Background: an optimization exercise with open tools, aiming at small area. Do not read the settings as production practice. Function was checked by simulation only, so behaviour that the tests miss may differ from the original. The flow treats the clock pin as an ideal source, which a real chip does not have. Power is estimated from default activity; no workload was simulated.

<file path="design/flow/design.v">
module crc32_sbit #(
    parameter TAP = 1'b0
) (
    input  wire s,       
    input  wire s_up,    
    input  wire d,       
    input  wire p,       
    input  wire q,       
    input  wire dm,      
    input  wire fb,      
    output wire y
);
    wire keep = (p & s_up) | (q & s);
    assign y = keep ^ ((d & dm) | (fb & TAP));
endmodule
module crc32_dbit #(
    parameter TAP = 1'b0,
    parameter LD  = 1'b0
) (
    input  wire o,       
    input  wire o_up,    
    input  wire d,       
    input  wire p,       
    input  wire q,       
    input  wire ld,      
    input  wire fb,      
    output wire y
);
    generate
        if (TAP && LD) begin : g_tl
            wire keep_n, k;
            crc32_a22oi u_k (.a1(p), .a2(o_up), .b1(q), .b2(o), .y(keep_n));
            crc32_xnor2 u_f (.a(keep_n), .b(fb), .y(k));
            crc32_a21o  u_y (.a1(d), .a2(ld), .b1(k), .y(y));
        end else begin : g_b
            wire keep = (p & o_up) | (q & o);
            assign y = (keep ^ (fb & TAP)) | (d & ld & LD);
        end
    endgenerate
endmodule
module crc32_inv    (input wire a, output wire y);          assign y = !a;                      endmodule
module crc32_or2    (input wire a, b, output wire y);       assign y = a | b;                   endmodule
module crc32_nor2   (input wire a, b, output wire y);       assign y = !(a | b);                endmodule
module crc32_nor3   (input wire a, b, c, output wire y);    assign y = !(a | b | c);            endmodule
module crc32_nor4   (input wire a, b, c, d, output wire y); assign y = !(a | b | c | d);        endmodule
module crc32_or3    (input wire a, b, c, output wire y);    assign y = a | b | c;               endmodule
module crc32_and3   (input wire a, b, c, output wire y);    assign y = a & b & c;               endmodule
module crc32_nand2  (input wire a, b, output wire y);       assign y = !(a & b);                endmodule
module crc32_nand3  (input wire a, b, c, output wire y);    assign y = !(a & b & c);            endmodule
module crc32_nand4  (input wire a, b, c, d, output wire y); assign y = !(a & b & c & d);        endmodule
module crc32_and2   (input wire a, b, output wire y);       assign y = a & b;                   endmodule
module crc32_xor2   (input wire a, b, output wire y);       assign y = a ^ b;                   endmodule
module crc32_xnor2  (input wire a, b, output wire y);       assign y = !(a ^ b);                endmodule
module crc32_mux2   (input wire a0, a1, s, output wire y);  assign y = s ? a1 : a0;             endmodule
module crc32_nor2b  (input wire a, bn, output wire y);      assign y = !a & bn;                 endmodule
module crc32_and3b  (input wire an, b, c, output wire y);   assign y = !an & b & c;             endmodule
module crc32_and4b  (input wire an, b, c, d, output wire y); assign y = !an & b & c & d;        endmodule
module crc32_nand3b (input wire an, b, c, output wire y);   assign y = !(!an & b & c);          endmodule
module crc32_nor3b  (input wire a, b, cn, output wire y);   assign y = !a & !b & cn;            endmodule
module crc32_nor4b  (input wire a, b, c, dn, output wire y); assign y = !a & !b & !c & dn;      endmodule
module crc32_o21a   (input wire a1, a2, b1, output wire y); assign y = (a1 | a2) & b1;         endmodule
module crc32_o21ai  (input wire a1, a2, b1, output wire y); assign y = !((a1 | a2) & b1);      endmodule
module crc32_a21boi (input wire a1, a2, b1n, output wire y); assign y = !(a1 & a2) & b1n;       endmodule
module crc32_a21oi  (input wire a1, a2, b1, output wire y); assign y = !((a1 & a2) | b1);       endmodule
module crc32_a211oi (input wire a1, a2, b1, c1, output wire y); assign y = !((a1 & a2) | b1 | c1); endmodule
module crc32_a31o   (input wire a1, a2, a3, b1, output wire y); assign y = (a1 & a2 & a3) | b1; endmodule
module crc32_a21o   (input wire a1, a2, b1, output wire y); assign y = (a1 & a2) | b1;         endmodule
module crc32_a22oi  (input wire a1, a2, b1, b2, output wire y); assign y = !((a1 & a2) | (b1 & b2)); endmodule
module crc32_a22o   (input wire a1, a2, b1, b2, output wire y); assign y = (a1 & a2) | (b1 & b2); endmodule
module crc32_a221o  (input wire a1, a2, b1, b2, c1, output wire y); assign y = (a1 & a2) | (b1 & b2) | c1; endmodule
module crc32_engine (
    input  wire        clk,
    input  wire        rst,
    input  wire        cmd_valid,
    output wire        cmd_ready,
    input  wire [7:0]  cmd,
    input  wire [31:0] din,
    output wire [31:0] dout,
    output wire        err
);
    localparam [31:0] POLY = 32'hEDB88320;
    reg [31:0] sn;        
    reg [31:0] d_q;       
    reg        err_q;     
    reg [2:0]  op_q;
    reg [4:0]  cnt_q;     
    wire [2:0] op = op_q;
    wire [4:0] c  = cnt_q;
    wire [7:0] k  = cmd;
    wire ready, acc;
    crc32_nor3  u_rdy (.a(op[2]), .b(op[1]), .c(op[0]), .y(ready));
    crc32_and3b u_acc (.an(rst), .b(cmd_valid), .c(ready), .y(acc));
    wire z, n0, az, w, azw;
    crc32_nor3  u_z   (.a(k[7]), .b(k[3]), .c(k[2]), .y(z));       
    crc32_nor2  u_n0  (.a(k[1]), .b(k[0]), .y(n0));                
    crc32_and2  u_az  (.a(acc), .b(z), .y(az));
    crc32_nor2b u_w   (.a(k[6]), .bn(k[5]), .y(w));                
    crc32_and2  u_azw (.a(az), .b(w), .y(azw));
    wire [3:0] dm;
    crc32_o21a   u_dm0 (.a1(k[4]), .a2(n0), .b1(azw), .y(dm[0]));
    crc32_a21boi u_dm1 (.a1(k[4]), .a2(n0), .b1n(dm[0]), .y(dm[1]));
    crc32_o21a   u_dm2 (.a1(k[1]), .a2(n0), .b1(dm[1]), .y(dm[2]));
    crc32_o21a   u_dm3 (.a1(k[0]), .a2(n0), .b1(dm[2]), .y(dm[3]));
    wire a_load;
    crc32_nor2b u_ald (.a(k[4]), .bn(dm[0]), .y(a_load));
    wire t6, a_tab;
    crc32_and4b u_t6  (.an(k[4]), .b(k[6]), .c(k[5]), .d(n0), .y(t6));
    crc32_and2  u_tab (.a(az), .b(t6), .y(a_tab));
    wire nk654, lg, nlegal, e1, err_d;
    crc32_nand3 u_nk654 (.a(k[6]), .b(k[5]), .c(k[4]), .y(nk654));
    crc32_a22o  u_lg    (.a1(w), .a2(k[4]), .b1(n0), .b2(nk654), .y(lg));
    crc32_nand2 u_nl    (.a(z), .b(lg), .y(nlegal));
    wire k654, go;
    crc32_or3   u_k654 (.a(k[6]), .b(k[5]), .c(k[4]), .y(k654));
    crc32_and3  u_go   (.a(az), .b(lg), .c(k654), .y(go));
    crc32_a21oi u_e1    (.a1(acc), .a2(nlegal), .b1(err_q), .y(e1));
    crc32_nor2  u_err   (.a(rst), .b(e1), .y(err_d));
    wire p1;
    crc32_nor3b u_p1   (.a(op[2]), .b(op[1]), .cn(op[0]), .y(p1));  
    wire sh_s, nsh_s, clr_s, nupd, iv, sn_in;
    wire [1:0] p_s, q_s, fb_s;
    crc32_xor2   u_shs  (.a(op[2]), .b(op[1]), .y(sh_s));         
    crc32_inv    u_nshs (.a(sh_s), .y(nsh_s));
    crc32_or3    u_clrs (.a(rst), .b(a_load), .c(p1), .y(clr_s));
    crc32_nor2   u_ps0  (.a(rst), .b(nsh_s), .y(p_s[0]));         
    crc32_nor2   u_ps1  (.a(rst), .b(nsh_s), .y(p_s[1]));
    crc32_nor2   u_qs0  (.a(sh_s), .b(clr_s), .y(q_s[0]));        
    crc32_nor2   u_qs1  (.a(sh_s), .b(clr_s), .y(q_s[1]));
    crc32_nand3b u_nupd (.an(op[2]), .b(op[1]), .c(op[0]), .y(nupd));   
    crc32_nor3   u_fbs0 (.a(nupd), .b(sn[0]), .c(rst), .y(fb_s[0]));
    crc32_nor3   u_fbs1 (.a(nupd), .b(sn[0]), .c(rst), .y(fb_s[1]));
    crc32_nor2b  u_iv  (.a(op[0]), .bn(op[1]), .y(iv));
    crc32_xor2   u_snin (.a(sn[0]), .b(iv), .y(sn_in));
    wire [31:0] sn_nxt = {sn_in, sn[31:1]};
    wire [31:0] sn_d;
    genvar i;
    generate
        for (i = 0; i < 32; i = i + 1) begin : g_s
            crc32_sbit #(.TAP(i < 31 ? POLY[i] : 1'b0)) u_s (
                .s(sn[i]), .s_up(sn_nxt[i]), .d(din[i]), .p(p_s[i / 16]),
                .q(q_s[i / 16]), .dm(dm[i / 8]), .fb(fb_s[i < 21 ? 0 : 1]), .y(sn_d[i]));
        end
    endgenerate
    always @(posedge clk)
        sn <= sn_d;
    wire fb_d, xn, d_in;
    wire [2:0] p_d, q_d;
    wire nop2, clr_d;
    crc32_inv   u_nop2 (.a(op[2]), .y(nop2));
    crc32_or2   u_clrd (.a(rst), .b(a_tab), .y(clr_d));
    crc32_nor2  u_pd0  (.a(rst), .b(nop2), .y(p_d[0]));           
    crc32_nor2  u_pd1  (.a(rst), .b(nop2), .y(p_d[1]));
    crc32_nor2  u_pd2  (.a(rst), .b(nop2), .y(p_d[2]));
    crc32_nor2  u_qd0  (.a(op[2]), .b(clr_d), .y(q_d[0]));
    crc32_nor2  u_qd1  (.a(op[2]), .b(clr_d), .y(q_d[1]));
    crc32_nor2  u_qd2  (.a(op[2]), .b(clr_d), .y(q_d[2]));
    crc32_and4b u_fbd (.an(rst), .b(op[2]), .c(op[1]), .d(d_q[0]), .y(fb_d));   
    crc32_xnor2 u_xn  (.a(sn[0]), .b(op[0]), .y(xn));
    crc32_mux2  u_din (.a0(xn), .a1(d_q[0]), .s(op[1]), .y(d_in));
    wire [31:0] d_nxt = {d_in, d_q[31:1]};
    wire [31:0] d_d;
    generate
        for (i = 0; i < 32; i = i + 1) begin : g_d
            crc32_dbit #(.TAP(i < 31 ? POLY[i] : 1'b0), .LD(i < 8 ? 1'b1 : 1'b0)) u_d (
                .o(d_q[i]), .o_up(d_nxt[i]), .d(din[i]), .p(p_d[i < 8 ? 0 : i < 16 ? 1 : 2]),
                .q(q_d[i < 8 ? 0 : i < 16 ? 1 : 2]), .ld(a_tab), .fb(fb_d), .y(d_d[i]));
        end
    endgenerate
    always @(posedge clk)
        d_q <= d_d;
    wire e, last, nd;
    wire [2:0] op_d;
    crc32_nand4 u_e    (.a(c[3]), .b(c[2]), .c(c[1]), .d(c[0]), .y(e));
    crc32_nor2b u_last (.a(e), .bn(c[4]), .y(last));               
    crc32_nor3  u_nd   (.a(last), .b(p1), .c(rst), .y(nd));         
    crc32_a22o  u_op2  (.a1(k[6]), .a2(go), .b1(op[2]), .b2(nd), .y(op_d[2]));
    crc32_a22o  u_op1  (.a1(k[5]), .a2(go), .b1(op[1]), .b2(nd), .y(op_d[1]));
    crc32_a221o u_op0  (.a1(k[4]), .a2(go), .b1(op[0]), .b2(nd), .c1(rst), .y(op_d[0]));
    wire x1, n10, x2, n210, x3, x4, nt, s3, s4;
    wire [4:0] cnt_d;
    crc32_nor2  u_c0   (.a(c[0]), .b(acc), .y(cnt_d[0]));
    crc32_xnor2 u_x1   (.a(c[1]), .b(c[0]), .y(x1));
    crc32_nor2  u_c1   (.a(x1), .b(acc), .y(cnt_d[1]));
    crc32_nand2 u_n10  (.a(c[1]), .b(c[0]), .y(n10));
    crc32_xor2  u_x2   (.a(c[2]), .b(n10), .y(x2));
    crc32_nor2  u_c2   (.a(x2), .b(acc), .y(cnt_d[2]));
    crc32_nand3 u_n210 (.a(c[2]), .b(c[1]), .c(c[0]), .y(n210));
    crc32_xnor2 u_x3   (.a(c[3]), .b(n210), .y(x3));
    crc32_xnor2 u_x4   (.a(c[4]), .b(e), .y(x4));
    crc32_o21ai u_nt   (.a1(k[4]), .a2(k[6]), .b1(k[5]), .y(nt));  
    crc32_nor2  u_s3   (.a(k[0]), .b(nt), .y(s3));
    crc32_nor2  u_s4   (.a(k[1]), .b(nt), .y(s4));
    crc32_mux2  u_c3   (.a0(x3), .a1(s3), .s(acc), .y(cnt_d[3]));
    crc32_mux2  u_c4   (.a0(x4), .a1(s4), .s(acc), .y(cnt_d[4]));
    always @(posedge clk) begin
        err_q <= err_d;
        op_q  <= op_d;
        cnt_q <= cnt_d;
    end
    assign cmd_ready = ready;
    assign dout      = d_q;
    assign err       = err_q;
endmodule
</file>
<file path="design/flow/flow/run.sh">
#!/bin/bash
# Layout: the standard flow (standard.sh), with these changes:
#  - after floorplan, every combinational cell is sized down to the smallest
#    cell of its function (flow/downsize.tcl); repair_design and
#    repair_timing size up again where needed;
#  - the port buffers are the smallest buffer (buf_1) instead of the
#    buffer_ports default;
#  - clock tree synthesis uses clkbuf_4, in clusters of at most 10 sinks,
#    and inserts no dummy load cells; after it, a clock buffer whose sinks
#    see too slow a slew is sized up (flow/clkfix.tcl).
# Every input and output port still gets its own buffer. The output of the
# whole run goes to flow_run.log in this folder; ORFS keeps each step's log
# under orfs/logs/.
set -euo pipefail
here=$(pwd)
bash standard.sh \
  POST_FLOORPLAN_TCL="$here/flow/downsize.tcl" \
  POST_CTS_TCL="$here/flow/clkfix.tcl" \
  BUFFER_PORTS_ARGS="-buffer_cell sky130_fd_sc_hd__buf_1" \
  CTS_ARGS="-sink_clustering_enable -repair_clock_nets -dont_use_dummy_load -buf_list sky130_fd_sc_hd__clkbuf_4 -sink_clustering_size 10" \
  finish > flow_run.log 2>&1
</file>
<file path="design/flow/flow/clkfix.tcl">
# Hook run at the end of CTS (POST_CTS_TCL): while some flip-flop clock pin
# sees a slew over 110 ps (placement parasitics), the clock buffer that
# drives it is replaced by the next larger clock buffer, one buffer at a
# time, worst first; then the placement is legalised again.
set bigger [dict create \
  sky130_fd_sc_hd__clkbuf_1 sky130_fd_sc_hd__clkbuf_2 \
  sky130_fd_sc_hd__clkbuf_2 sky130_fd_sc_hd__clkbuf_4 \
  sky130_fd_sc_hd__clkbuf_4 sky130_fd_sc_hd__clkbuf_8 \
  sky130_fd_sc_hd__clkbuf_8 sky130_fd_sc_hd__clkbuf_16]
set count 0
for { set iter 0 } { $iter < 20 } { incr iter } {
  estimate_parasitics -placement
  set worst_inst ""
  set worst 0.110
  foreach inst [get_cells *] {
    set ref [get_property $inst ref_name]
    if { ![dict exists $bigger $ref] } { continue }
    set out [get_pins -of_objects $inst -filter "direction == output"]
    set net [get_nets -of_objects $out]
    foreach pin [get_pins -of_objects $net -filter "direction == input"] {
      if { [get_property $pin name] ne "CLK" } { continue }
      set s [get_property $pin slew_max]
      if { $s > $worst } {
        set worst $s
        set worst_inst $inst
      }
    }
  }
  if { $worst_inst eq "" } { break }
  set ref [get_property $worst_inst ref_name]
  puts "clkfix.tcl: [get_property $worst_inst name] $ref -> [dict get $bigger $ref] (slew $worst)"
  replace_cell [get_property $worst_inst name] [dict get $bigger $ref]
  incr count
}
puts "clkfix.tcl: sized up $count clock buffers"
if { $count > 0 } {
  detailed_placement
  check_placement -verbose
  estimate_parasitics -placement
}
</file>
<file path="design/flow/flow/downsize.tcl">
# Hook run after floorplan (POST_FLOORPLAN_TCL): size every combinational
# cell down to the smallest cell of the same function (same name, lower
# drive). Later steps (repair_design, repair_timing) size up again where the
# slew, capacitance or timing limits call for it.
set db [ord::get_db]
set block [ord::get_db_block]
proc is_dont_use { name } {
  foreach pat $::env(DONT_USE_CELLS) {
    if { [string match $pat $name] } { return 1 }
  }
  return 0
}
set count 0
foreach inst [$block getInsts] {
  set master [$inst getMaster]
  set name [$master getName]
  if { ![regexp {^(sky130_fd_sc_hd__[a-z0-9]+)_([0-9]+)$} $name -> base size] } { continue }
  if { [regexp {df|dl|clk|tap|conb|fill|decap|diode} $base] } { continue }
  set best $name
  set best_area [expr { [$master getWidth] * [$master getHeight] }]
  foreach s { 0 1 2 4 } {
    set cand ${base}_$s
    if { $cand eq $name || [is_dont_use $cand] } { continue }
    set cm [$db findMaster $cand]
    if { $cm == "NULL" } { continue }
    set area [expr { [$cm getWidth] * [$cm getHeight] }]
    if { $area < $best_area } {
      set best $cand
      set best_area $area
    }
  }
  if { $best ne $name } {
    replace_cell [$inst getName] $best
    incr count
  }
}
puts "downsize.tcl: sized down $count cells"
</file>
<file path="design/flow/standard.sh">
#!/bin/bash
# synth_recipe.tcl (not shown) runs the flow's synth.tcl, then flattens the netlist and writes it again
# the make line also repeats each setting of config.mk as NAME=value (left out here)
make -C /OpenROAD-flow-scripts/flow DESIGN_CONFIG=/design/flow/config.mk WORK_HOME=/design/flow/orfs CLKGATE_MAP_FILE= SYNTH_SCRIPT=/design/flow/synth_recipe.tcl "${@:-finish}"
</file>
<file path="design/flow/config.mk">
export PLATFORM = sky130hd
export DESIGN_NAME = crc32_engine
export DESIGN_NICKNAME = crc32_engine
export VERILOG_FILES = /design/flow/design.v
export SDC_FILE = /design/flow/constraint.sdc
export NUM_CORES = 4
export LEC_CHECK = 0
export CAP_MARGIN = 20
export CORE_MARGIN = 2
export CORE_UTILIZATION = 40
export SLEW_MARGIN = 20
export SYNTH_HIERARCHICAL = 1
export SYNTH_MEMORY_MAX_BITS = 65536
export SYNTH_MINIMUM_KEEP_SIZE = 0
</file>
<file path="design/flow/constraint.sdc">
create_clock -name core_clock -period 8.0 [get_ports {clk}]
set_input_delay 1.6000 -clock core_clock [delete_from_list [all_inputs] [get_ports {clk}]]
set_output_delay 1.6000 -clock core_clock [all_outputs]
set_load 0.01 [all_outputs]
</file>
==> impl_results.md, run 1 <==
- Status: no timing/DRC/antenna violations
- Max Slew Vio Count: 0
- Syn nets: 330
- Post-synthesis instance total: 287
- Internal power: 0.4549 mW
- Power share of the combinational group: 7.7%
- Top-area cell type share of the netlist area: 45.01%
- Port bufs: 76
- Synthesized flop and latch total: 73
- Vias in the first global route: 2,423
- Die Area: 8854 um^2
- Worst slew margin: 28.42%
- Pwr Density: 173.9 nW/um^2
- Final Hold Fails: 0
- Final-report setup violation count: 0
- CTS tree: built
- YS warnings: 7
- DRT Pass-1 Iters: 5
- Synth area leader: dfxtp_1
- Area contributors post-synth: dfxtp_1 (45%), a22oi_2 (17%), xor2_1 (9.4%)
- Register area: 1461 um^2
- CP Launch Type: input port
- Num rows: 32
- Asr flop ratio synth: 0%
- Max cap viols: 0
- Via Count: 2,461
- FMAX: 218.6 MHz
- Total Wirelength: 6835 um
- Hold/Removal Path Class: flop to flop
- Cell repeated most along the worst path: o21a_1
- CTS clk-pin slew, worst paths: 90 ps
- Top FF cell, synth: dfxtp_1
- Final hold slack: 477.6 ps
- CP peak stage delay: 870 ps
- Ant diodes: 0
- Distinct cells, synth: 29
- Max FO, Critical Path: 14
- Clock latency (worst-skew pair): 400 ps
- Worst slew pin tran: 1070 ps
- Fin crit period: 4575 ps
- P_leak: 1.144 nW
- DPL Wire Length: 4843 um
- CP Capture Type: flop
- Sequential area share after synthesis: 45.01%
- Area growth syn-to-layout: 5.703%
- Global-route wire length before repair: 11,490 um
- Switch Pwr: 0.1418 mW
- TNS Setup: 0 ps
- Sw Ratio: 23.76%
- CP Class: input port to flop
- Synthesized area per cell: 11.31 um^2
- Initial antenna violation count: 0
- Final #Nets: 417
- Core Box Area: 7807 um^2
- Layout cell share with drive strength beyond 1: 2.688%
- Drc violations: 0
- Fillers: 786
- Die width: 94.10 um
- Arrival time worst endpoint: 4850 ps
- Gr usage total: 16.33%
- Number of flops mapped to enable cells by yosys: 0
- Mapped cell area: 3247 um^2
- Gpl congestion: 0.8351
- Global route overflow: 0
- Required time worst endpoint: 8270 ps
- 1st-iter DRT viols: 139
- Setup Skew: 27.75 ps
- Slowest CP cell: a21boi_0
- WL/cell: 14.42 um
- CTS sink cnt: 73
- # IOs: 77
- Area of the multi-input gates: 1450 um^2
- Part of the power in registers: 64.7%
- Number of routed nets with antenna violations: 0
- Clock power share: 27.6%
- CP Cell Sequence: buf_1 -> and3b_1 -> and2_1 -> and2_1 -> o21a_1 -> a21boi_0 -> o21a_1 -> o21a_1 -> a21oi_1 -> xor2_1
- Initial core utilization: 41.59%
- Largest net degree at the start of global routing: 17
- Maximum vdd ir drop: 0.00007762 V
- Die span in y: 94.10 um
- DR vias/cell: 5.192
- RSZ-0062 raised after global routing: false
- Final period util: 57.19%
==> path summary, 6_finish.rpt <==
check                start        to  slack (ps)  depth (start not counted)
setup / recovery       rst    sn[29]        3430                         10
setup reg to reg   op_q[2]    sn[29]        4310                         10
hold / removal    cnt_q[0]  cnt_q[0]         480                          1
hold reg to reg   cnt_q[0]  cnt_q[0]         480                          1
==> modules after synthesis (local to each module, per instance), excerpt <==
module / area [um^2] / cells inside / copies in the design / flops+latches
crc32_a21o: 7.507 / 1 / 1 / 0
crc32_a221o: 10.01 / 1 / 1 / 0
crc32_a22oi: 12.51 / 1 / 1 / 0
crc32_and4b: 10.01 / 1 / 2 / 0
crc32_inv: 3.754 / 1 / 2 / 0
crc32_mux2: 15.01 / 1 / 3 / 0
crc32_nand3: 5.005 / 1 / 2 / 0
crc32_nand3b: 7.507 / 1 / 1 / 0
crc32_nand4: 6.256 / 1 / 1 / 0
crc32_nor3: 10.01 / 1 / 5 / 0
crc32_o21a: 7.507 / 1 / 3 / 0
crc32_o21ai: 5.005 / 1 / 1 / 0
crc32_or2: 6.256 / 1 / 1 / 0
==> logic make-up after synthesis <==
| kind of cell | share of synthesized area [%] |
|---|---|
| flip-flops | 45.01 |
| buffers and inverters | 1.040 |
| XOR/XNOR | 14.03 |
| multiplexers | 1.387 |
| AO/OA/AOI/OAI | 27.55 |
| AND/OR/NAND/NOR | 10.98 |
==> final cells by class <==
| cell class | instances | share of cell area (%) |
|---|---|---|
| Clock buffer | 9 | 2.151 |
| Inverter | 9 | 0.9843 |
| Multi-Input combinational cell | 205 | 42.25 |
| Sequential cell | 73 | 42.58 |
| Tap cell | 102 | 3.719 |
| Timing Repair Buffer | 76 | 8.312 |
==> stage by stage <==
| stage | util, % | total power, mW | area, um^2 | std cells | worst slack, ps |
|---|---|---|---|---|---|
| 2_1_floorplan | - | 0.4320 | 3247 | 287 | 3745 |
| 6_report | 43.96 | 0.5967 | 3432 | 474 | 3425 |
| 3_3_place_gp | 42.98 | 0.4401 | 3356 | 465 | 3186 |
| 5_1_grt | 43.96 | 0.6264 | 3432 | 474 | 3136 |
| 3_5_place_dp | 42.98 | 0.4408 | 3356 | 465 | 3050 |
==> critical path, delay by kind of cell <==
family	cells	cell delay, ps
AO/OA/AOI/OAI	5	2060
AND/OR/NAND/NOR	3	770
buffers and inverters	1	240
XOR/XNOR	1	170
==> registers in the layout (all words and copies together), names as in the netlist <==
name / count
op_q: 3
sn: 32
d_q: 32
err_q: 1
cnt_q: 5
==> Yosys cell counts, types with 2 or more instances <==
cell and count:
nand3_1 2, nor3_2 5, nand2_1 21, a22o_1 15, nor2_1 17, and2_1 3
nor2b_4 4, dfxtp_1 73, inv_1 9, xnor2_1 17, a22oi_2 45, xor2_1 35
or3_1 2, a21oi_1 13, mux2_4 3, o21a_1 3, and4b_1 2, a222oi_1 7
==> layer usage <==
layer | vias up | global-route usage [%] | routed length (um)
li1 | 1226 | - | -
met1 | 1161 | 19.73 | 3080
met2 | 70 | 26.73 | 3196
met3 | 4 | 6.100 | 501
met4 | 0 | 5.435 | 55
met5 | - | 0 | 0
==> power by group through the flow <==
stage	Clock [mW]	Combinational, mW	Sequential (mW)
3_5_place_dp	0	0.0461	0.395
6_report	0.165	0.0462	0.386
3_3_place_gp	0	0.0460	0.394
5_1_grt	0.186	0.0514	0.389
2_1_floorplan	0	0.0387	0.393
==> layout by cell type, fill, tap and decap left out, types with 9 or more instances in the layout <==
cell / instances
a21oi_1: 14
a22o_1: 15
a22oi_1: 45
buf_1: 76
dfxtp_1: 73
inv_1: 9
nand2_1: 21
nor2_1: 16
xnor2_1: 17
xor2_1: 35
==> run 2, diff against run 1 <==
--- a/design/flow/design.v
+++ b/design/flow/design.v
@@ -4,14 +4,22 @@
     input  wire s,       
     input  wire s_up,    
     input  wire d,       
-    input  wire p,       
-    input  wire q,       
+    input  wire pn,      
+    input  wire qn,      
     input  wire dm,      
     input  wire fb,      
     output wire y
 );
-    wire keep = (p & s_up) | (q & s);
-    assign y = keep ^ ((d & dm) | (fb & TAP));
+    wire keep_n, x_n;
+    crc32_o22ai u_k (.a1(pn), .a2(s_up), .b1(qn), .b2(s), .y(keep_n));
+    generate
+        if (TAP) begin : g_t
+            crc32_a21oi u_x (.a1(d), .a2(dm), .b1(fb), .y(x_n));
+        end else begin : g_n
+            crc32_nand2 u_x (.a(d), .b(dm), .y(x_n));
+        end
+    endgenerate
+    crc32_xor2 u_y (.a(keep_n), .b(x_n), .y(y));
 endmodule
 module crc32_dbit #(
     parameter TAP = 1'b0,
@@ -59,6 +67,7 @@
 module crc32_nor3b  (input wire a, b, cn, output wire y);   assign y = !a & !b & cn;            endmodule
 module crc32_nor4b  (input wire a, b, c, dn, output wire y); assign y = !a & !b & !c & dn;      endmodule
 module crc32_o21a   (input wire a1, a2, b1, output wire y); assign y = (a1 | a2) & b1;         endmodule
+module crc32_o22ai  (input wire a1, a2, b1, b2, output wire y); assign y = !((a1 | a2) & (b1 | b2)); endmodule
 module crc32_o21ai  (input wire a1, a2, b1, output wire y); assign y = !((a1 | a2) & b1);      endmodule
 module crc32_a21boi (input wire a1, a2, b1n, output wire y); assign y = !(a1 & a2) & b1n;       endmodule
 module crc32_a21oi  (input wire a1, a2, b1, output wire y); assign y = !((a1 & a2) | b1);       endmodule
@@ -79,7 +88,7 @@
     output wire        err
 );
     localparam [31:0] POLY = 32'hEDB88320;
-    reg [31:0] sn;        
+    reg [31:0] s_q;       
     reg [31:0] d_q;       
     reg        err_q;     
     reg [2:0]  op_q;
@@ -117,32 +126,33 @@
     crc32_nor2  u_err   (.a(rst), .b(e1), .y(err_d));
     wire p1;
     crc32_nor3b u_p1   (.a(op[2]), .b(op[1]), .cn(op[0]), .y(p1));  
-    wire sh_s, nsh_s, clr_s, nupd, iv, sn_in;
-    wire [1:0] p_s, q_s, fb_s;
+    wire sh_s, nsh_s, nrst, nclr_s, nupd, iv, s_in;
+    wire [1:0] pn_s, qn_s, fb_s;
     crc32_xor2   u_shs  (.a(op[2]), .b(op[1]), .y(sh_s));         
     crc32_inv    u_nshs (.a(sh_s), .y(nsh_s));
-    crc32_or3    u_clrs (.a(rst), .b(a_load), .c(p1), .y(clr_s));
-    crc32_nor2   u_ps0  (.a(rst), .b(nsh_s), .y(p_s[0]));         
-    crc32_nor2   u_ps1  (.a(rst), .b(nsh_s), .y(p_s[1]));
-    crc32_nor2   u_qs0  (.a(sh_s), .b(clr_s), .y(q_s[0]));        
-    crc32_nor2   u_qs1  (.a(sh_s), .b(clr_s), .y(q_s[1]));
+    crc32_inv    u_nrst (.a(rst), .y(nrst));
+    crc32_nor3   u_nclr (.a(rst), .b(a_load), .c(p1), .y(nclr_s));  
+    crc32_nand2  u_ps0  (.a(sh_s), .b(nrst), .y(pn_s[0]));        
+    crc32_nand2  u_ps1  (.a(sh_s), .b(nrst), .y(pn_s[1]));
+    crc32_nand2  u_qs0  (.a(nsh_s), .b(nclr_s), .y(qn_s[0]));     
+    crc32_nand2  u_qs1  (.a(nsh_s), .b(nclr_s), .y(qn_s[1]));
     crc32_nand3b u_nupd (.an(op[2]), .b(op[1]), .c(op[0]), .y(nupd));   
-    crc32_nor3   u_fbs0 (.a(nupd), .b(sn[0]), .c(rst), .y(fb_s[0]));
-    crc32_nor3   u_fbs1 (.a(nupd), .b(sn[0]), .c(rst), .y(fb_s[1]));
-    crc32_nor2b  u_iv  (.a(op[0]), .bn(op[1]), .y(iv));
-    crc32_xor2   u_snin (.a(sn[0]), .b(iv), .y(sn_in));
-    wire [31:0] sn_nxt = {sn_in, sn[31:1]};
-    wire [31:0] sn_d;
+    crc32_nor3b  u_fbs0 (.a(nupd), .b(rst), .cn(s_q[0]), .y(fb_s[0]));
+    crc32_nor3b  u_fbs1 (.a(nupd), .b(rst), .cn(s_q[0]), .y(fb_s[1]));
+    crc32_nor2b  u_iv   (.a(op[0]), .bn(op[1]), .y(iv));
+    crc32_xor2   u_sin  (.a(s_q[0]), .b(iv), .y(s_in));
+    wire [31:0] s_nxt = {s_in, s_q[31:1]};
+    wire [31:0] s_d;
     genvar i;
     generate
         for (i = 0; i < 32; i = i + 1) begin : g_s
             crc32_sbit #(.TAP(i < 31 ? POLY[i] : 1'b0)) u_s (
-                .s(sn[i]), .s_up(sn_nxt[i]), .d(din[i]), .p(p_s[i / 16]),
-                .q(q_s[i / 16]), .dm(dm[i / 8]), .fb(fb_s[i < 21 ? 0 : 1]), .y(sn_d[i]));
+                .s(s_q[i]), .s_up(s_nxt[i]), .d(din[i]), .pn(pn_s[i / 16]),
+                .qn(qn_s[i / 16]), .dm(dm[i / 8]), .fb(fb_s[i < 21 ? 0 : 1]), .y(s_d[i]));
         end
     endgenerate
     always @(posedge clk)
-        sn <= sn_d;
+        s_q <= s_d;
     wire fb_d, xn, d_in;
     wire [2:0] p_d, q_d;
     wire nop2, clr_d;
@@ -155,7 +165,7 @@
     crc32_nor2  u_qd1  (.a(op[2]), .b(clr_d), .y(q_d[1]));
     crc32_nor2  u_qd2  (.a(op[2]), .b(clr_d), .y(q_d[2]));
     crc32_and4b u_fbd (.an(rst), .b(op[2]), .c(op[1]), .d(d_q[0]), .y(fb_d));   
-    crc32_xnor2 u_xn  (.a(sn[0]), .b(op[0]), .y(xn));
+    crc32_xor2  u_xn  (.a(s_q[0]), .b(op[0]), .y(xn));
     crc32_mux2  u_din (.a0(xn), .a1(d_q[0]), .s(op[1]), .y(d_in));
     wire [31:0] d_nxt = {d_in, d_q[31:1]};
     wire [31:0] d_d;
==> run 2 against run 1 <==
Still clean on timing, DRC and antenna. Sequential share of layout area rose by 0.36 points. Worst hold slack about the same. Routed wire length decreased by 3.2%. Count of clock-buffer cells in the layout is the same. Global-route usage increased by 0.095 points. Sequential cell count unchanged. Largest cell class unchanged. Non-clock buffer count did not move. Register-to-register slack improved by 180 ps. Die area down 4.1%. Final cell count grew 0.21%. Largest power group unchanged. Synthesized cell count rose by 0.35%.
==> impl_results.md, run 2 <==
- Status: no timing/DRC/antenna violations
- Drc violations: 0
- Initial antenna violation count: 0
- Max cap viols: 0
- Top-area cell type share of the netlist area: 47.02%
- Mapped cell area: 3108 um^2
- Worst slew margin: 27.65%
- Fin crit period: 4283 ps
- Area contributors post-synth: dfxtp_1 (47%), xor2_1 (10%), o22ai_1 (6.4%)
- Asr flop ratio synth: 0%
- Number of flops mapped to enable cells by yosys: 0
- CTS tree: built
- Final #Nets: 418
- Hold Path End: cnt_q[0]
- Worst path top cell family by delay: compound AO/OA/AOI/OAI gates
- RSZ-0062 raised after global routing: false
- Largest net degree at the start of global routing: 17
- Post-DP Area: 3323 um^2
- Setup Skew: 23.56 ps
- Cell repeated most along the worst path: o21a_1
- WP buf/inv: 1
- CP peak stage delay: 610 ps
- CP Capture Type: flop
- Final hold slack: 477.5 ps
- Synth area leader: dfxtp_1
- Vias in the first global route: 2,373
- Worst setup margin: 3717 ps
- Pwr Density: 177.7 nW/um^2
- Maximum vdd ir drop: 0.00008037 V
- Synthesized flop and latch total: 73
- Slowest CP cell: a21boi_1
- Top post-synthesis cells by count: dfxtp_1 (73), xor2_1 (36), o22ai_1 (32), nand2_1 (25), xnor2_1 (16)
- Final Hold Fails: 0
- Gpl congestion: 0.8374
- DR vias/cell: 5.133
- 1st-iter DRT viols: 114
- Area growth syn-to-layout: 9.501%
- P_leak: 1.135 nW
- Die span in y: 92.15 um
- Top FF cell, synth: dfxtp_1
- Required time worst endpoint: 8280 ps
- Final period util: 53.54%
- Post-synthesis instance total: 288
- Num rows: 32
- Hold path depth: 1
- HP Start: cnt_q[0]
- Port bufs: 76
- Worst slew pin tran: 1081 ps
- CTS clk-pin slew, worst paths: 80 ps
- DPL Wire Length: 4692 um
- CP Launch Type: input port
- CP Cell Sequence: buf_1 -> and3b_1 -> and2_1 -> and2_1 -> o21a_1 -> a21boi_1 -> o21a_1 -> o21a_1 -> a21oi_1 -> xor2_1
- CTS sink cnt: 73
- Distinct cells, synth: 29
- DRT Pass-1 Iters: 7
- Count leader, synth: dfxtp_1
- Core Box Area: 7607 um^2
- Max Slew Vio Count: 0
- Final-report setup violation count: 0
- Most common cell after layout, fill and taps aside: buf_1
- Max FO, Critical Path: 13
- FF-to-FF path depth: 10
- Clock latency (worst-skew pair): 410 ps
- Sequential area share after synthesis: 47.02%
- CP Class: input port to flop
- R2R Setup Slk: 4490 ps
- Global-route wire length before repair: 11,230 um
- Layout cell share with drive strength beyond 1: 2.413%
- Reg2reg start: op_q[1]
- Syn nets: 331
- Via Count: 2,438
- Most frequent cells in the layout: buf_1 (76), dfxtp_1 (73), xor2_1 (36), o22ai_1 (32), nand2_1 (25)
- Gr usage total: 16.42%
- Synthesized area per cell: 10.79 um^2
- WL/cell: 13.93 um
- Initial core utilization: 40.86%
- Placement Setup Slack: 3061 ps
- TNS Setup: 0 ps
- Total Wirelength: 6617 um
- Number of routed nets with antenna violations: 0
- Die width: 92.15 um
- Fillers: 785
- Die Area: 8491 um^2
- Hold/Removal Path Class: flop to flop
- # IOs: 77
- YS warnings: 7
- Ant diodes: 0
- Top Registers: d_q (32), s_q (32), cnt_q (5)
- Post-route design area: 3403 um^2
- Global route overflow: 0
- Arrival time worst endpoint: 4560 ps
- FMAX: 233.5 MHz
- Endpoint of the worst register-to-register path: s_q[30]
run 2: changes by cell type in the layout (fill, tap and decap cells not counted), sizes merged, moves of 2 or more:
cell | previous run | this run
a22oi | 45 | 13
nand2 | 21 | 25
nor2 | 17 | 13
nor3b | 1 | 3
o22ai | 0 | 32
run 2: worst max path at each step:
| stage | depth (start not counted) | from | slack, ps | endpoint |
|---|---|---|---|---|
| floorplan | 9 | rst | 4030 | s_q[25] |
| finish | 10 | rst | 3720 | s_q[30] |
| global placement | 10 | rst | 3180 | s_q[29] |
| detailed placement | 10 | rst | 3060 | s_q[24] |
| global route | 10 | rst | 3370 | s_q[30] |
run 2: logic make-up (layout without fill, tap and decap cells):
group | after synthesis | count (layout) | synth area share [%]
AO/OA/AOI/OAI | 88 | 88 | 23.91
XOR/XNOR | 52 | 52 | 14.65
buffers and inverters | 10 | 95 | 1.208
flip-flops | 73 | 73 | 47.02
multiplexers | 3 | 3 | 1.449
AND/OR/NAND/NOR | 62 | 62 | 11.76
run 2: where the power goes:
part / switching, mW / total [mW] / internal [mW]
clock: 0.109 / 0.172 / 0.0628
combinational: 0.0243 / 0.0467 / 0.0224
sequential: 0.0101 / 0.386 / 0.376
total: 0.144 / 0.605 / 0.461
run 2: area by class of cell:
cell class | count | area [um^2] | area share [%]
clock buffer | 9 | 80.08 | 2.353
timing repair buffer | 76 | 285.3 | 8.382
tap | 102 | 127.6 | 3.750
multi-input combinational | 205 | 1411 | 41.47
sequential | 73 | 1461 | 42.94
inverter | 10 | 37.54 | 1.103
run 2: modules after synthesis, one instance, submodules excluded, a selection:
module | cells inside | flip-flops and latches | cell area, um^2
crc32_a21oi | 1 | 0 | 8.758
crc32_and2 | 1 | 0 | 6.256
crc32_and3b | 1 | 0 | 8.758
crc32_and4b | 1 | 0 | 10.01
crc32_nand2 | 1 | 0 | 3.754
crc32_o21a | 1 | 0 | 7.507
crc32_o21ai | 1 | 0 | 5.005
run 2: layer usage:
layer,vias up,routed length (um),track usage [%]
li1,1229,-,-
met1,1130,2982,20.35
met2,74,3036,26.29
met3,5,527,6.902
met4,0,70,4.478
met5,-,0,0
run 2: stage by stage:
| stage | power, mW | std cells | util [%] |
|---|---|---|---|
| detailed placement | 0.4414 | 466 | 43.68 |
| global placement | 0.4407 | 466 | 43.68 |
| finish | 0.6046 | 475 | 44.74 |
| floorplan | 0.4312 | 288 | - |
| global route | 0.6359 | 475 | 44.74 |
==> run 3, diff against run 2 <==
--- a/design/flow/design.v
+++ b/design/flow/design.v
@@ -22,7 +22,6 @@
     crc32_xor2 u_y (.a(keep_n), .b(x_n), .y(y));
 endmodule
 module crc32_dbit #(
-    parameter TAP = 1'b0,
     parameter LD  = 1'b0
 ) (
     input  wire o,       
@@ -31,18 +30,31 @@
     input  wire p,       
     input  wire q,       
     input  wire ld,      
-    input  wire fb,      
     output wire y
 );
-    generate
-        if (TAP && LD) begin : g_tl
-            wire keep_n, k;
-            crc32_a22oi u_k (.a1(p), .a2(o_up), .b1(q), .b2(o), .y(keep_n));
+    assign y = (p & o_up) | (q & o) | (d & ld & LD);
+endmodule
+module crc32_dtap #(
+    parameter LD  = 1'b0
+) (
+    input  wire o,       
+    input  wire o_up,    
+    input  wire d,       
+    input  wire pn,      
+    input  wire qn,      
+    input  wire ld,      
+    input  wire fb,
+    output wire y
+);
+    wire keep_n;
+    crc32_o22ai u_k (.a1(pn), .a2(o_up), .b1(qn), .b2(o), .y(keep_n));
+    generate
+        if (LD) begin : g_l
+            wire k;
             crc32_xnor2 u_f (.a(keep_n), .b(fb), .y(k));
             crc32_a21o  u_y (.a1(d), .a2(ld), .b1(k), .y(y));
-        end else begin : g_b
-            wire keep = (p & o_up) | (q & o);
-            assign y = (keep ^ (fb & TAP)) | (d & ld & LD);
+        end else begin : g_n
+            crc32_xnor2 u_f (.a(keep_n), .b(fb), .y(y));
         end
     endgenerate
 endmodule
@@ -154,26 +166,32 @@
     always @(posedge clk)
         s_q <= s_d;
     wire fb_d, xn, d_in;
-    wire [2:0] p_d, q_d;
-    wire nop2, clr_d;
+    wire [1:0] p_d, q_d;
+    wire nop2, clr_d, pn_d, qn_d;
     crc32_inv   u_nop2 (.a(op[2]), .y(nop2));
-    crc32_or2   u_clrd (.a(rst), .b(a_tab), .y(clr_d));
-    crc32_nor2  u_pd0  (.a(rst), .b(nop2), .y(p_d[0]));           
+    crc32_or2   u_clrd (.a(rst), .b(a_tab), .y(clr_d));              
+    crc32_nor2  u_pd0  (.a(rst), .b(nop2), .y(p_d[0]));              
     crc32_nor2  u_pd1  (.a(rst), .b(nop2), .y(p_d[1]));
-    crc32_nor2  u_pd2  (.a(rst), .b(nop2), .y(p_d[2]));
     crc32_nor2  u_qd0  (.a(op[2]), .b(clr_d), .y(q_d[0]));
     crc32_nor2  u_qd1  (.a(op[2]), .b(clr_d), .y(q_d[1]));
-    crc32_nor2  u_qd2  (.a(op[2]), .b(clr_d), .y(q_d[2]));
-    crc32_and4b u_fbd (.an(rst), .b(op[2]), .c(op[1]), .d(d_q[0]), .y(fb_d));   
+    crc32_nand2 u_pnd  (.a(op[2]), .b(nrst), .y(pn_d));
+    crc32_or2   u_qnd  (.a(op[2]), .b(clr_d), .y(qn_d));
+    crc32_a31o  u_fbd  (.a1(op[2]), .a2(op[1]), .a3(d_q[0]), .b1(clr_d), .y(fb_d));
     crc32_xor2  u_xn  (.a(s_q[0]), .b(op[0]), .y(xn));
     crc32_mux2  u_din (.a0(xn), .a1(d_q[0]), .s(op[1]), .y(d_in));
     wire [31:0] d_nxt = {d_in, d_q[31:1]};
     wire [31:0] d_d;
     generate
         for (i = 0; i < 32; i = i + 1) begin : g_d
-            crc32_dbit #(.TAP(i < 31 ? POLY[i] : 1'b0), .LD(i < 8 ? 1'b1 : 1'b0)) u_d (
-                .o(d_q[i]), .o_up(d_nxt[i]), .d(din[i]), .p(p_d[i < 8 ? 0 : i < 16 ? 1 : 2]),
-                .q(q_d[i < 8 ? 0 : i < 16 ? 1 : 2]), .ld(a_tab), .fb(fb_d), .y(d_d[i]));
+            if (i < 31 && POLY[i]) begin : g_t
+                crc32_dtap #(.LD(i < 8 ? 1'b1 : 1'b0)) u_d (
+                    .o(d_q[i]), .o_up(d_nxt[i]), .d(din[i]), .pn(pn_d), .qn(qn_d),
+                    .ld(a_tab), .fb(fb_d), .y(d_d[i]));
+            end else begin : g_p
+                crc32_dbit #(.LD(i < 8 ? 1'b1 : 1'b0)) u_d (
+                    .o(d_q[i]), .o_up(d_nxt[i]), .d(din[i]), .p(p_d[i / 16]),
+                    .q(q_d[i / 16]), .ld(a_tab), .y(d_d[i]));
+            end
         end
     endgenerate
     always @(posedge clk)
==> run 3 against run 2 <==
Global-route usage about the same. Largest power group unchanged. Critical path type unchanged. Highest routed layer unchanged. Synthesized cell count is the same. Sequential share of layout area up 0.16 points. Largest cell class unchanged. Final cell count shrank 0.63%.
==> impl_results.md, run 3 <==
- WP buf/inv: 1
- Hold/Removal Path Class: flop to flop
- Placed cells: 463
- Initial antenna violation count: 0
- Fin crit period: 4285 ps
- Setup Skew: 30.44 ps
- DRT Pass-1 Iters: 5
- Synthesized flop and latch total: 73
- TNS Setup: 0 ps
- Max Slew Vio Count: 0
- CP Cell Sequence: buf_1 -> and3b_1 -> and2_1 -> and2_1 -> o21a_1 -> a21boi_1 -> o21a_1 -> o21a_1 -> a21oi_1 -> xor2_1
- Final period util: 53.57%
- Final-report setup violation count: 0
- Fin cells: 472
- Largest net degree at the start of global routing: 17
- CTS tree: built
- Die span in y: 91.01 um
- P_leak: 1.142 nW
- # IOs: 77
- Tot Pwr: 0.6596 mW
- YS warnings: 7
- Most common cell after layout, fill and taps aside: buf_1
- Ant diodes: 0
- FMAX: 233.4 MHz
- Placement Setup Slack: 3051 ps
- Total Wirelength: 6748 um
- Drc violations: 0
- Num rows: 31
- CTS sink cnt: 73
- Worst slew pin tran: 1022 ps
- Gpl congestion: 0.8038
- Global-route wire length before repair: 11,120 um
- DPL Wire Length: 4736 um
- CTS clk-pin slew, worst paths: 100 ps
- Die width: 91.01 um
- DR vias/cell: 5.189
- Count leader, synth: dfxtp_1
- Cell repeated most along the worst path: o21a_1
- CP Class: input port to flop
- Clock latency (worst-skew pair): 410 ps
- Final Hold Fails: 0
- Mapped cell area: 3028 um^2
- Synthesized area per cell: 10.51 um^2
- Synth area leader: dfxtp_1
- HP Start: d_q[12]
- CP Launch Type: input port
- Pwr Density: 194.5 nW/um^2
- Arrival time worst endpoint: 4550 ps
- Final #Nets: 418
- Area growth syn-to-layout: 11.98%
- 1st-iter DRT viols: 136
- Layout cell share with drive strength beyond 1: 2.413%
- Top-area cell type share of the netlist area: 48.26%
- Worst setup margin: 3715 ps
- Top FF cell, synth: dfxtp_1
- Reg2reg start: op_q[2]
- Number of flops mapped to enable cells by yosys: 0
- Required time worst endpoint: 8270 ps
- Gr usage total: 16.45%
- Port bufs: 76
- Top Registers: d_q (32), s_q (32), cnt_q (5)
- Post-synthesis instance total: 288
- Via Count: 2,449
- Sequential area share after synthesis: 48.26%
- Final hold slack: 477.9 ps
- Maximum vdd ir drop: 0.00009479 V
- RSZ-0062 raised after global routing: false
- Top post-synthesis cells by count: dfxtp_1 (73), o22ai_1 (45), xor2_1 (36), nand2_1 (26), xnor2_1 (16)
- Max FO, Critical Path: 11
- WL/cell: 14.30 um
- Worst setup startpoint: rst
- CP Capture Type: flop
- Initial core utilization: 41.52%
- Status: no timing/DRC/antenna violations
- Max cap viols: 0
- Syn nets: 331
- Slowest CP cell: a21boi_1
- Global route overflow: 0
- Distinct cells, synth: 29
- Die Area: 8282 um^2
- Worst path top cell family by delay: compound AO/OA/AOI/OAI gates
- Core Box Area: 7292 um^2
- Worst slew margin: 31.69%
- Vias in the first global route: 2,347
- Number of routed nets with antenna violations: 0
- Most frequent cells in the layout: buf_1 (76), dfxtp_1 (73), o22ai_1 (45), xor2_1 (36), nand2_1 (26)
- Asr flop ratio synth: 0%
- Area contributors post-synth: dfxtp_1 (48%), xor2_1 (10%), o22ai_1 (9.3%)
- CP peak stage delay: 640 ps
## run 3: modules after synthesis (local to each module, per instance), a selection
module / flops+latches / cells inside / cell area [um^2]
crc32_xor2: 0 / 1 / 8.758
crc32_nor3: 0 / 1 / 10.01
crc32_and3: 0 / 1 / 6.256
crc32_and3b: 0 / 1 / 8.758
crc32_a21o: 0 / 1 / 7.507
crc32_a31o: 0 / 1 / 8.758
crc32_nand2: 0 / 1 / 3.754
crc32_nor3b: 0 / 1 / 12.51
crc32_or3: 0 / 1 / 6.256
crc32_engine: 73 / 73 / 1461
crc32_a22o: 0 / 1 / 8.758
crc32_nand3: 0 / 1 / 5.005
crc32_or2: 0 / 1 / 6.256
crc32_nor2: 0 / 1 / 3.754
crc32_nor2b: 0 / 1 / 13.76
## run 3: path summary, 6_finish.rpt
path / endpoint / slack, ps / cells past startpoint
setup reg to reg: s_q[30] / 4390 / 10
hold reg to reg: d_q[11] / 480 / 1
setup / recovery: s_q[30] / 3710 / 10
hold / removal: d_q[11] / 480 / 1
## run 3: final cells by class
cell class | count | area, um^2
repair buffers | 76 | 285.3
clock buffers | 9 | 86.33
well taps | 99 | 123.9
flip-flops and latches | 73 | 1461
multi-input cells | 205 | 1396
fillers | 756 | 3901
inverters | 10 | 37.54
## run 3: cells by family (layout without fill, tap and decap cells)
family          after synthesis  in the layout  synth area share, %
compound gates               89             89                22.15
mux                           3              3                1.487
flops                        73             73                48.26
xor+xnor                     52             52                15.04
buf+inv                      10             95                1.240
simple gates                 61             61                11.82
## run 3: metal layers
layer,share of wire (%),GRT usage (%),up-vias
li1,-,-,1227
met1,48,21.27,1154
met2,45,25.62,59
met3,5.7,4.813,9
met4,1.0,6.944,0
met5,0,0,-
## run 3: report_power, final
group	total [mW]	switching, mW	internal (mW)
registers	0.406	0.0193	0.387
clock network	0.178	0.109	0.0681
logic	0.0762	0.0400	0.0362
total	0.660	0.169	0.491
## run 3: worst reg2reg max path: stages (launching register included)
cell and delay (ps):
dfxtp_1 420, nor3_1 330, and3b_1 360, and2_1 200, and2_1 130, o21a_1 290, a21boi_1 640, o21a_1 410
o21a_1 360, a21oi_1 130, xor2_1 210
## run 3: metrics by stage
step / util [%] / cell area, um^2
global placement: 45.32 / 3304
detailed placement: 45.32 / 3304
finish: 46.50 / 3391
global route: 46.50 / 3391
floorplan: - / 3028

re-timing with driven ports:
No port has a modelled driver above. Below, the same layouts with a new extraction and two added sets of constraints. Step 1 sets driving cells, clkbuf_16 on the clock port and buf_2 on the other inputs (assumed; they add their load-dependent delay and slew). Step 2 moves the port delays by t, midway between the first and last clock arrival at a register: inputs arrive t later, outputs are due t later. That takes back most of the time a late clock gives input paths. a / b / c = ideal / step 1 / step 2; a / b = the first two.
run	t (ns)	setup WS [ns]	hold WS [ns]
run 1	0.414	3.425 / 3.416 / 3.002	0.478 / 0.478 / 0.478
run 2	0.427	3.717 / 3.708 / 3.280	0.477 / 0.477 / 0.477
run 3	0.425	3.715 / 3.710 / 3.285	0.478 / 0.478 / 0.478
After both steps setup and hold are still met in every run listed. For run 2, which loses most, drivers alone change the setup slack by -0.009 ns; drivers and shift together by -0.437 ns.
